From an optimization exercise on the open Yosys and OpenROAD flow, aimed at small area, a short achievable clock period and few clock cycles; shortcuts taken in it are not production practice. Where RTL was checked, it was by simulation tests only, not by an equivalence proof against the original. Power is estimated from default activity; no workload was simulated.

==> amber: inputs <==
==> flow/design.v <==
module qbc (
    input  wire        clk,
    input  wire        rst_n,
    input  wire        req_valid,
    output wire        req_ready,
    input  wire        req_write,
    input  wire [7:0]  req_addr,
    input  wire [31:0] req_wdata,
    output wire        rsp_valid,
    output wire [31:0] rsp_rdata,
    output wire        rsp_err
);
    localparam [51:0] FOOT52   = {52{1'b1}};
    localparam [31:0] ID_VALUE = 32'h5142_0701;
    reg [63:0] idx_in;
    reg [31:0] x_in, y_in;
    reg [63:0] res;
    reg [31:0] x_out, y_out;
    reg [11:0] f_q;           
    reg [31:0] cmd;
    reg        st_vi, st_vc, st_can, st_cha, st_errs;
    reg [2:0]  st_ecode;      
    reg [63:0] ch_base;
    reg [52:0] ch_k;          
    reg [4:0]  ch_d;          
    reg        running;
    reg        rsp_pending;
    reg [31:0] rsp_data_q;
    reg        rsp_err_q;
    assign req_ready = running & rst_n & ~busy;
    assign rsp_valid = rsp_pending & rst_n;
    assign rsp_rdata = rsp_data_q;
    assign rsp_err   = rsp_err_q;
    wire accept   = req_valid & req_ready;
    wire aligned  = (req_addr[1:0] == 2'b00);
    wire do_write = accept & req_write & aligned;
    wire do_cmd   = do_write & (req_addr[7:2] == 6'h00);
    wire rst      = ~rst_n;
    wire [31:0] wd = req_wdata & {32{rst_n}};
    wire [3:0] op = req_wdata[3:0];
    wire [4:0] r  = req_wdata[12:8];
    wire uses_r   = (op == 4'h1) | (op == 4'h5) | (op == 4'h6);
    wire illegal  = (|req_wdata[31:13]) | (|req_wdata[7:4]) | (op >= 4'hA) |
                    (~uses_r & (|r));
    wire op_pack  = ~illegal & (op == 4'h1);
    wire op_unp   = ~illegal & (op == 4'h2);
    wire op_chk   = ~illegal & (op == 4'h3);
    wire op_gres  = ~illegal & (op == 4'h4);
    wire op_par   = ~illegal & (op == 4'h5);
    wire op_chl   = ~illegal & (op == 4'h6);
    wire op_nc    = ~illegal & (op == 4'h7);
    wire op_menc  = ~illegal & (op == 4'h8);
    wire op_mdec  = ~illegal & (op == 4'h9);
    wire [4:0]  z      = idx_in[56:52];
    wire [51:0] v52    = idx_in[51:0];
    wire        r_big  = (r > 5'd26);
    wire [51:0] foot_r = FOOT52 >> {r, 1'b0};
    wire [51:0] foot_z = FOOT52 >> {z, 1'b0};
    reg [63:0] menc;
    reg [31:0] dex, dey;
    integer i;
    always @* begin
        for (i = 0; i < 32; i = i + 1) begin
            menc[2*i]     = x_in[i];
            menc[2*i + 1] = y_in[i];
            dex[i]        = idx_in[2*i];
            dey[i]        = idx_in[2*i + 1];
        end
    end
    reg        m_pack, m_unp, m_nc;     
    reg        busy;                    
    reg        p_pack, p_unp, p_nc;     
    wire [4:0]  r_eff  = busy ? cmd[12:8] : r;
    wire [51:0] foot_e = FOOT52 >> {r_eff, 1'b0};
    wire [4:0]  cb_r   = ch_base[56:52];
    reg  [4:0]  sh_aq;
    reg         a_bus;
    wire [4:0]  sh_a   = a_bus ? ~r : sh_aq;
    reg [63:0] sh_in;
    always @* begin
        sh_in = 64'd0;
        for (i = 0; i < 26; i = i + 1) begin
            sh_in[2*i+2] = (m_pack & x_in[i]) | (m_nc & ch_k[2*i]) |
                           (m_unp & idx_in[2*(25-i)]);
            sh_in[2*i+3] = (m_pack & y_in[i]) | (m_nc & ch_k[2*i+1]) |
                           (m_unp & idx_in[2*(25-i)+1]);
        end
    end
    wire [63:0] sh_q = sh_in << {sh_a, 1'b0};
    wire [51:0] sh_or  = m_pack ? foot_e : ch_base[51:0];
    wire [11:0] sh_top = m_pack ? {7'b0100100, r_eff} : ch_base[63:52];
    wire [63:0] sh_res = {sh_top, sh_q[63:12] | sh_or};
    reg  [31:0] sh_x, sh_y;
    always @* begin
        for (i = 0; i < 32; i = i + 1) begin
            sh_x[i] = sh_q[2*(31-i)];
            sh_y[i] = sh_q[2*(31-i)+1];
        end
    end
    wire [31:0] xy_or = x_in | y_in;
    reg  [31:0] xy_hi;                  
    always @* begin
        xy_hi[31] = xy_or[31];
        for (i = 30; i >= 0; i = i - 1)
            xy_hi[i] = xy_hi[i+1] | xy_or[i];
    end
    wire        pk_range = xy_hi[r];
    wire chk_vi  = ~idx_in[63] & idx_in[62] & (idx_in[61:59] != 3'd7) &
                   (z <= 5'd26) & (&(v52 | ~foot_z));
    wire chk_vc  = chk_vi & (idx_in[61:59] == 3'd1);
    wire chk_can = chk_vc & (idx_in[58:57] == 2'd0);
    wire [63:0] par_res = {idx_in[63:57], r, v52 | foot_r};
    wire [63:0] chl_base = {idx_in[63:57], r, v52 & ~(foot_z & ~foot_r)};
    wire [4:0]  chl_d    = r + ~z + 5'd1;
    wire [52:0] nc_k1   = ch_k + 53'd1;
    wire [51:0] lowd    = ~(FOOT52 << {ch_d, 1'b0});
    wire        nc_last = &(ch_k[51:0] | ~lowd);
    wire fmt_ok = ~(|req_wdata[31:13]) & ~(|req_wdata[7:4]);
    wire r_zero = (r == 5'd0);
    wire r_gt_z = (r > z);
    wire k_pack = fmt_ok & (op == 4'h1) & ~r_big & ~pk_range;
    wire k_unp  = fmt_ok & (op == 4'h2) & r_zero;
    wire k_chk  = fmt_ok & (op == 4'h3) & r_zero;
    wire k_gres = fmt_ok & (op == 4'h4) & r_zero;
    wire k_par  = fmt_ok & (op == 4'h5) & ~r_big & ~r_gt_z;
    wire k_chl  = fmt_ok & (op == 4'h6) & ~r_big & r_gt_z;
    wire k_nc   = fmt_ok & (op == 4'h7) & r_zero & st_cha;
    wire k_menc = fmt_ok & (op == 4'h8) & r_zero;
    wire k_mdec = fmt_ok & (op == 4'h9) & r_zero;
    wire k_nop  = fmt_ok & (op == 4'h0) & r_zero;
    wire fail   = ~(k_pack | k_unp | k_chk | k_gres | k_par | k_chl | k_nc |
                    k_menc | k_mdec | k_nop);
    wire e_inv  = (op_pack & r_big) | (op_par & (r_big | r_gt_z)) |
                  (op_chl & (r_big | ~r_gt_z));
    wire e_rng  = op_pack & ~r_big & pk_range;
    wire [2:0] ecode = ~fail ? 3'd0 : illegal ? 3'd2 : e_inv ? 3'd1 :
                       e_rng ? 3'd3 : 3'd4;
    wire ok   = do_cmd & ~fail;
    wire [31:0] status = {20'd0, 1'b0, st_ecode, 2'b00, st_errs, |st_ecode,
                          st_cha, st_can, st_vc, st_vi};
    wire [31:0] f_out  = {14'd0, f_q[11], f_q[10], 2'b00, f_q[6:5], 1'b0,
                          f_q[9:7], 3'b000, f_q[4:0]};
    wire [63:0] ch_n   = (ch_d == 5'd0) ? 64'd0 : (64'd1 << {ch_d, 1'b0});
    reg [31:0] rd_data;
    always @* begin
        case (req_addr[7:2])
            6'h00: rd_data = cmd;
            6'h01: rd_data = status;
            6'h02: rd_data = ID_VALUE;
            6'h04: rd_data = idx_in[31:0];
            6'h05: rd_data = idx_in[63:32];
            6'h06: rd_data = x_in;
            6'h07: rd_data = y_in;
            6'h08: rd_data = res[31:0];
            6'h09: rd_data = res[63:32];
            6'h0A: rd_data = x_out;
            6'h0B: rd_data = y_out;
            6'h0C: rd_data = f_out;
            6'h0E: rd_data = ch_base[31:0];
            6'h0F: rd_data = ch_base[63:32];
            6'h10: rd_data = ch_k[31:0];
            6'h11: rd_data = {11'd0, ch_k[52:32]};
            6'h12: rd_data = ch_n[31:0];
            6'h13: rd_data = ch_n[63:32];
            default: rd_data = 32'd0;
        endcase
    end
    wire we_idx_lo = rst | (do_write & (req_addr[7:2] == 6'h04));
    wire we_idx_hi = rst | (do_write & (req_addr[7:2] == 6'h05));
    wire we_x      = rst | (do_write & (req_addr[7:2] == 6'h06));
    wire we_y      = rst | (do_write & (req_addr[7:2] == 6'h07));
    wire we_cmd    = rst | do_cmd;
    wire s_par  = do_cmd & k_par;
    wire s_menc = do_cmd & k_menc;
    wire s_mdec = do_cmd & k_mdec;
    wire s_chl  = do_cmd & k_chl;
    wire s_pack = do_cmd & k_pack & m_pack;
    wire s_unp  = do_cmd & k_unp & m_unp;
    wire s_nc   = do_cmd & k_nc & m_nc;
    wire defer  = do_cmd & ((k_pack & ~m_pack) | (k_unp & ~m_unp) |
                            (k_nc & ~m_nc));
    wire f_res  = s_pack | s_nc | p_pack | p_nc;    
    wire f_unp  = s_unp | p_unp;
    wire f_nc   = s_nc | p_nc;
    wire we_res = rst | s_par | s_menc | f_res;
    wire [63:0] res_nx = ({64{s_par}} & par_res) | ({64{s_menc}} & menc) |
                         ({64{f_res & rst_n}} & sh_res);
    wire we_xo  = rst | s_mdec | f_unp;
    wire [31:0] xo_nx = ({32{s_mdec}} & dex) | ({32{f_unp & rst_n}} & sh_x);
    wire [31:0] yo_nx = ({32{s_mdec}} & dey) | ({32{f_unp & rst_n}} & sh_y);
    wire we_f   = rst | (do_cmd & (k_unp | k_chk | k_gres));
    wire we_chk = rst | (do_cmd & k_chk);
    wire we_chb = rst | s_chl;
    wire we_chk_k = rst | s_chl | f_nc;
    wire wr_xy  = do_write & ((req_addr[7:2] == 6'h06) | (req_addr[7:2] == 6'h07));
    wire wr_idx = do_write & ((req_addr[7:2] == 6'h04) | (req_addr[7:2] == 6'h05));
    wire mode_upd = defer | wr_xy | wr_idx | s_chl;
    wire mp_n = mode_upd ? (defer ? op_pack : wr_xy)  : m_pack;
    wire mu_n = mode_upd ? (defer ? op_unp  : wr_idx) : m_unp;
    wire mn_n = mode_upd ? (defer ? op_nc   : s_chl)  : m_nc;
    wire [4:0] z_n  = we_idx_hi ? wd[24:20] : z;
    wire [4:0] cb_n = s_chl ? r : cb_r;
    always @(posedge clk) begin
        running     <= rst_n;
        rsp_pending <= (accept & ~defer) | (busy & rst_n);
        rsp_err_q   <= ~aligned & ~busy;
        rsp_data_q  <= (req_write | ~aligned | busy) ? 32'd0 : rd_data;
        busy        <= defer;
        p_pack      <= defer & op_pack;
        p_unp       <= defer & op_unp;
        p_nc        <= defer & op_nc;
        m_pack <= mp_n | rst;
        m_unp  <= mu_n & rst_n;
        m_nc   <= mn_n & rst_n;
        a_bus  <= (mp_n & ~defer) | rst;
        sh_aq  <= defer ? (op_pack ? ~r : op_nc ? ~cb_r : ~z)
                        : (mn_n ? ~cb_n : ~z_n);
        if (we_idx_lo) idx_in[31:0]  <= wd;
        if (we_idx_hi) idx_in[63:32] <= wd;
        if (we_x)      x_in <= wd;
        if (we_y)      y_in <= wd;
        if (we_cmd)    cmd  <= wd;
        if (we_res) res <= res_nx;
        if (we_xo) begin
            x_out <= xo_nx;
            y_out <= yo_nx;
        end
        if (we_f) f_q <= idx_in[63:52] & {12{rst_n}};
        if (we_chk) begin
            st_vi  <= chk_vi & rst_n;
            st_vc  <= chk_vc & rst_n;
            st_can <= chk_can & rst_n;
        end
        if (we_chb) begin
            ch_base <= chl_base & {64{rst_n}};
            ch_d    <= chl_d & {5{rst_n}};
        end
        if (we_chk_k)
            ch_k <= (f_nc & rst_n) ? nc_k1 : 53'd0;
        if (rst) begin
            st_cha   <= 1'b0;
            st_errs  <= 1'b0;
            st_ecode <= 3'd0;
        end else begin
            if (s_chl)
                st_cha <= 1'b1;
            else if (f_nc & nc_last)
                st_cha <= 1'b0;
            if (do_cmd) begin
                st_ecode <= ecode;
                if (fail) st_errs <= 1'b1;
            end else if (do_write & (req_addr[7:2] == 6'h01) & req_wdata[5])
                st_errs <= 1'b0;
        end
    end
endmodule
==> flow/run.sh <==
#!/bin/bash
# synth_recipe.tcl (not shown) runs the flow's synth.tcl, then flattens the netlist and writes it again
# the make line also repeats each setting of config.mk as NAME=value (left out here)
make -C /OpenROAD-flow-scripts/flow DESIGN_CONFIG=/design/flow/config.mk WORK_HOME=/design/flow/orfs CLKGATE_MAP_FILE= SYNTH_SCRIPT=/design/flow/synth_recipe.tcl finish
==> flow/config.mk <==
export PLATFORM = sky130hd
export DESIGN_NAME = qbc
export DESIGN_NICKNAME = qbc
export VERILOG_FILES = /design/flow/design.v
export SDC_FILE = /design/flow/constraint.sdc
export NUM_CORES = 4
export LEC_CHECK = 0
export CAP_MARGIN = 20
export CORE_MARGIN = 2
export CORE_UTILIZATION = 40
export SETUP_SLACK_MARGIN = 2.2
export SLEW_MARGIN = 20
export TNS_END_PERCENT = 5
==> flow/constraint.sdc <==
create_clock -name core_clock -period 5.0 [get_ports {clk}]
set_input_delay 1.0000 -clock core_clock [delete_from_list [all_inputs] [get_ports {clk}]]
set_output_delay 1.0000 -clock core_clock [all_outputs]
set_load 0.01 [all_outputs]
==> violet (differences from amber) <==
--- a/flow/config.mk
+++ b/flow/config.mk
@@ -7,7 +7,9 @@
 export LEC_CHECK = 0
 export CAP_MARGIN = 20
+export CELL_PAD_IN_SITES_DETAIL_PLACEMENT = 1
 export CORE_MARGIN = 2
-export CORE_UTILIZATION = 40
-export SETUP_SLACK_MARGIN = 2.2
+export CORE_UTILIZATION = 50
+export CTS_BUF_LIST = sky130_fd_sc_hd__clkbuf_8
+export SETUP_SLACK_MARGIN = 1.9
 export SLEW_MARGIN = 20
 export TNS_END_PERCENT = 5
==> fjord (differences from amber) <==
--- a/flow/design.v
+++ b/flow/design.v
@@ -74,7 +74,5 @@
     wire [51:0] foot_e = FOOT52 >> {r_eff, 1'b0};
     wire [4:0]  cb_r   = ch_base[56:52];
-    reg  [4:0]  sh_aq;
-    reg         a_bus;
-    wire [4:0]  sh_a   = a_bus ? ~r : sh_aq;
+    wire [4:0]  sh_a   = m_pack ? ~r_eff : m_nc ? ~cb_r : ~z;
     reg [63:0] sh_in;
     always @* begin
@@ -88,7 +86,6 @@
     end
     wire [63:0] sh_q = sh_in << {sh_a, 1'b0};
-    wire [51:0] sh_or  = m_pack ? foot_e : ch_base[51:0];
-    wire [11:0] sh_top = m_pack ? {7'b0100100, r_eff} : ch_base[63:52];
-    wire [63:0] sh_res = {sh_top, sh_q[63:12] | sh_or};
+    wire [63:0] sh_res = m_pack ? {7'b0100100, r_eff, sh_q[63:12] | foot_e}
+                                : {ch_base[63:52], ch_base[51:0] | sh_q[63:12]};
     reg  [31:0] sh_x, sh_y;
     always @* begin
@@ -98,12 +95,6 @@
         end
     end
-    wire [31:0] xy_or = x_in | y_in;
-    reg  [31:0] xy_hi;                  
-    always @* begin
-        xy_hi[31] = xy_or[31];
-        for (i = 30; i >= 0; i = i - 1)
-            xy_hi[i] = xy_hi[i+1] | xy_or[i];
-    end
-    wire        pk_range = xy_hi[r];
+    wire [31:0] xy_or    = x_in | y_in;
+    wire        pk_range = |(xy_or & ({32{1'b1}} << r));
     wire chk_vi  = ~idx_in[63] & idx_in[62] & (idx_in[61:59] != 3'd7) &
                    (z <= 5'd26) & (&(v52 | ~foot_z));
@@ -112,28 +103,16 @@
     wire [63:0] par_res = {idx_in[63:57], r, v52 | foot_r};
     wire [63:0] chl_base = {idx_in[63:57], r, v52 & ~(foot_z & ~foot_r)};
-    wire [4:0]  chl_d    = r + ~z + 5'd1;
+    wire [4:0]  chl_d    = r - z;
     wire [52:0] nc_k1   = ch_k + 53'd1;
     wire [51:0] lowd    = ~(FOOT52 << {ch_d, 1'b0});
     wire        nc_last = &(ch_k[51:0] | ~lowd);
-    wire fmt_ok = ~(|req_wdata[31:13]) & ~(|req_wdata[7:4]);
-    wire r_zero = (r == 5'd0);
-    wire r_gt_z = (r > z);
-    wire k_pack = fmt_ok & (op == 4'h1) & ~r_big & ~pk_range;
-    wire k_unp  = fmt_ok & (op == 4'h2) & r_zero;
-    wire k_chk  = fmt_ok & (op == 4'h3) & r_zero;
-    wire k_gres = fmt_ok & (op == 4'h4) & r_zero;
-    wire k_par  = fmt_ok & (op == 4'h5) & ~r_big & ~r_gt_z;
-    wire k_chl  = fmt_ok & (op == 4'h6) & ~r_big & r_gt_z;
-    wire k_nc   = fmt_ok & (op == 4'h7) & r_zero & st_cha;
-    wire k_menc = fmt_ok & (op == 4'h8) & r_zero;
-    wire k_mdec = fmt_ok & (op == 4'h9) & r_zero;
-    wire k_nop  = fmt_ok & (op == 4'h0) & r_zero;
-    wire fail   = ~(k_pack | k_unp | k_chk | k_gres | k_par | k_chl | k_nc |
-                    k_menc | k_mdec | k_nop);
-    wire e_inv  = (op_pack & r_big) | (op_par & (r_big | r_gt_z)) |
-                  (op_chl & (r_big | ~r_gt_z));
-    wire e_rng  = op_pack & ~r_big & pk_range;
-    wire [2:0] ecode = ~fail ? 3'd0 : illegal ? 3'd2 : e_inv ? 3'd1 :
-                       e_rng ? 3'd3 : 3'd4;
+    wire e_inv = (op_pack & r_big) |
+                 (op_par & (r_big | (r > z))) |
+                 (op_chl & (r_big | (r <= z)));
+    wire e_rng = op_pack & ~r_big & pk_range;
+    wire e_noi = op_nc & ~st_cha;
+    wire [2:0] ecode = illegal ? 3'd2 : e_inv ? 3'd1 : e_rng ? 3'd3 :
+                       e_noi ? 3'd4 : 3'd0;
+    wire fail = illegal | e_inv | e_rng | e_noi;
     wire ok   = do_cmd & ~fail;
     wire [31:0] status = {20'd0, 1'b0, st_ecode, 2'b00, st_errs, |st_ecode,
@@ -171,13 +150,13 @@
     wire we_y      = rst | (do_write & (req_addr[7:2] == 6'h07));
     wire we_cmd    = rst | do_cmd;
-    wire s_par  = do_cmd & k_par;
-    wire s_menc = do_cmd & k_menc;
-    wire s_mdec = do_cmd & k_mdec;
-    wire s_chl  = do_cmd & k_chl;
-    wire s_pack = do_cmd & k_pack & m_pack;
-    wire s_unp  = do_cmd & k_unp & m_unp;
-    wire s_nc   = do_cmd & k_nc & m_nc;
-    wire defer  = do_cmd & ((k_pack & ~m_pack) | (k_unp & ~m_unp) |
-                            (k_nc & ~m_nc));
+    wire s_par  = ok & op_par;
+    wire s_menc = ok & op_menc;
+    wire s_mdec = ok & op_mdec;
+    wire s_chl  = ok & op_chl;
+    wire s_pack = ok & op_pack & m_pack;
+    wire s_unp  = ok & op_unp & m_unp;
+    wire s_nc   = ok & op_nc & m_nc;
+    wire defer  = ok & ((op_pack & ~m_pack) | (op_unp & ~m_unp) |
+                        (op_nc & ~m_nc));
     wire f_res  = s_pack | s_nc | p_pack | p_nc;    
     wire f_unp  = s_unp | p_unp;
@@ -189,16 +168,10 @@
     wire [31:0] xo_nx = ({32{s_mdec}} & dex) | ({32{f_unp & rst_n}} & sh_x);
     wire [31:0] yo_nx = ({32{s_mdec}} & dey) | ({32{f_unp & rst_n}} & sh_y);
-    wire we_f   = rst | (do_cmd & (k_unp | k_chk | k_gres));
-    wire we_chk = rst | (do_cmd & k_chk);
+    wire we_f   = rst | (ok & (op_unp | op_chk | op_gres));
+    wire we_chk = rst | (ok & op_chk);
     wire we_chb = rst | s_chl;
     wire we_chk_k = rst | s_chl | f_nc;
     wire wr_xy  = do_write & ((req_addr[7:2] == 6'h06) | (req_addr[7:2] == 6'h07));
     wire wr_idx = do_write & ((req_addr[7:2] == 6'h04) | (req_addr[7:2] == 6'h05));
-    wire mode_upd = defer | wr_xy | wr_idx | s_chl;
-    wire mp_n = mode_upd ? (defer ? op_pack : wr_xy)  : m_pack;
-    wire mu_n = mode_upd ? (defer ? op_unp  : wr_idx) : m_unp;
-    wire mn_n = mode_upd ? (defer ? op_nc   : s_chl)  : m_nc;
-    wire [4:0] z_n  = we_idx_hi ? wd[24:20] : z;
-    wire [4:0] cb_n = s_chl ? r : cb_r;
     always @(posedge clk) begin
         running     <= rst_n;
@@ -210,10 +183,9 @@
         p_unp       <= defer & op_unp;
         p_nc        <= defer & op_nc;
-        m_pack <= mp_n | rst;
-        m_unp  <= mu_n & rst_n;
-        m_nc   <= mn_n & rst_n;
-        a_bus  <= (mp_n & ~defer) | rst;
-        sh_aq  <= defer ? (op_pack ? ~r : op_nc ? ~cb_r : ~z)
-                        : (mn_n ? ~cb_n : ~z_n);
+        if (defer | wr_xy | wr_idx | s_chl) begin
+            m_pack <= defer ? op_pack : wr_xy;
+            m_unp  <= defer ? op_unp  : wr_idx;
+            m_nc   <= defer ? op_nc   : s_chl;
+        end
         if (we_idx_lo) idx_in[31:0]  <= wd;
         if (we_idx_hi) idx_in[63:32] <= wd;
--- a/flow/config.mk
+++ b/flow/config.mk
@@ -9,5 +9,4 @@
 export CORE_MARGIN = 2
 export CORE_UTILIZATION = 40
-export SETUP_SLACK_MARGIN = 2.2
+export SETUP_SLACK_MARGIN = 2.0
 export SLEW_MARGIN = 20
-export TNS_END_PERCENT = 5
==> results.txt <==
Worst min path class: amber reg2reg; violet -; fjord reg2reg
Termination of the worst setup path: amber rsp_data_q[20]; violet -; fjord x_out[2]
WP depth: amber 7; violet -; fjord 15
Multi-input gates: amber 2088; violet -; fjord 1883
Status: amber timing/DRC/antenna clean; violet aborted with a tool error; fjord timing/DRC/antenna clean
Last stage reached: amber -; violet global routing (5_1_grt); fjord -
CP Launch Point: amber req_addr[7]; violet -; fjord m_pack
Number of nets with antenna violations after detailed routing: amber 0; violet -; fjord 0
Most common library cell in the layout ignoring fill and taps: amber sky130_fd_sc_hd__edfxtp_1; violet -; fjord sky130_fd_sc_hd__buf_4
DR iter-0 viols: amber 8002; violet -; fjord 6727
Final Hold Fails: amber 0; violet -; fjord 0
Capturing element type of the critical path: amber flip-flop; violet -; fjord flip-flop
Synth Area in Compound Gates: amber 24.9%; violet 24.9%; fjord 24.8%
Power share of the combinational group: amber 20.1%; violet -; fjord 16.2%
Number of flip-flops and latches: amber 478; violet -; fjord 472
Final std cell area, no fill: amber 0.0375 mm^2; violet -; fjord 0.0403 mm^2
Skew-Pair Late Insertion Delay: amber 0.66 ns; violet -; fjord 0.70 ns
Register cell area after layout: amber 0.0138 mm^2; violet -; fjord 0.0137 mm^2
Count of clock-net buffers in the final layout: amber 73; violet -; fjord 64
R2R depth: amber 9; violet -; fjord 15
Testbench counts of amber, summed over its fixed seeds: cycles 39,357.
Testbench counts of violet, summed over its fixed seeds: cycles 39,357.
Only the layout flow was run in fjord; the RTL was not checked for function there.

separate check: timing with driven ports:
The results above use ideal ports. As a check the final layouts listed here were re-extracted and re-timed, cells and wires unchanged. Step 1 assumes that a clkbuf_16 drives the clock port and a buf_2 every other input. Step 2, shift: input delay + t, output delay - t, t = (earliest + latest rising clock arrival at the registers) / 2. This alone moves slack from input paths to output paths. Slacks: ideal ports / drivers / drivers and shift; pairs: ideal ports / drivers.
run	t, ns	slack for setup (ns)	hold WS [ns]
amber	0.718	1.556 / 1.604 / 0.886	0.504 / 0.504 / 0.504
fjord	0.735	1.452 / 1.452 / 1.028	0.557 / 0.557 / 0.557
After both steps setup and hold are still met in every run listed. For amber, which loses most, drivers alone change the setup slack by +0.048 ns; drivers and shift together by -0.670 ns.
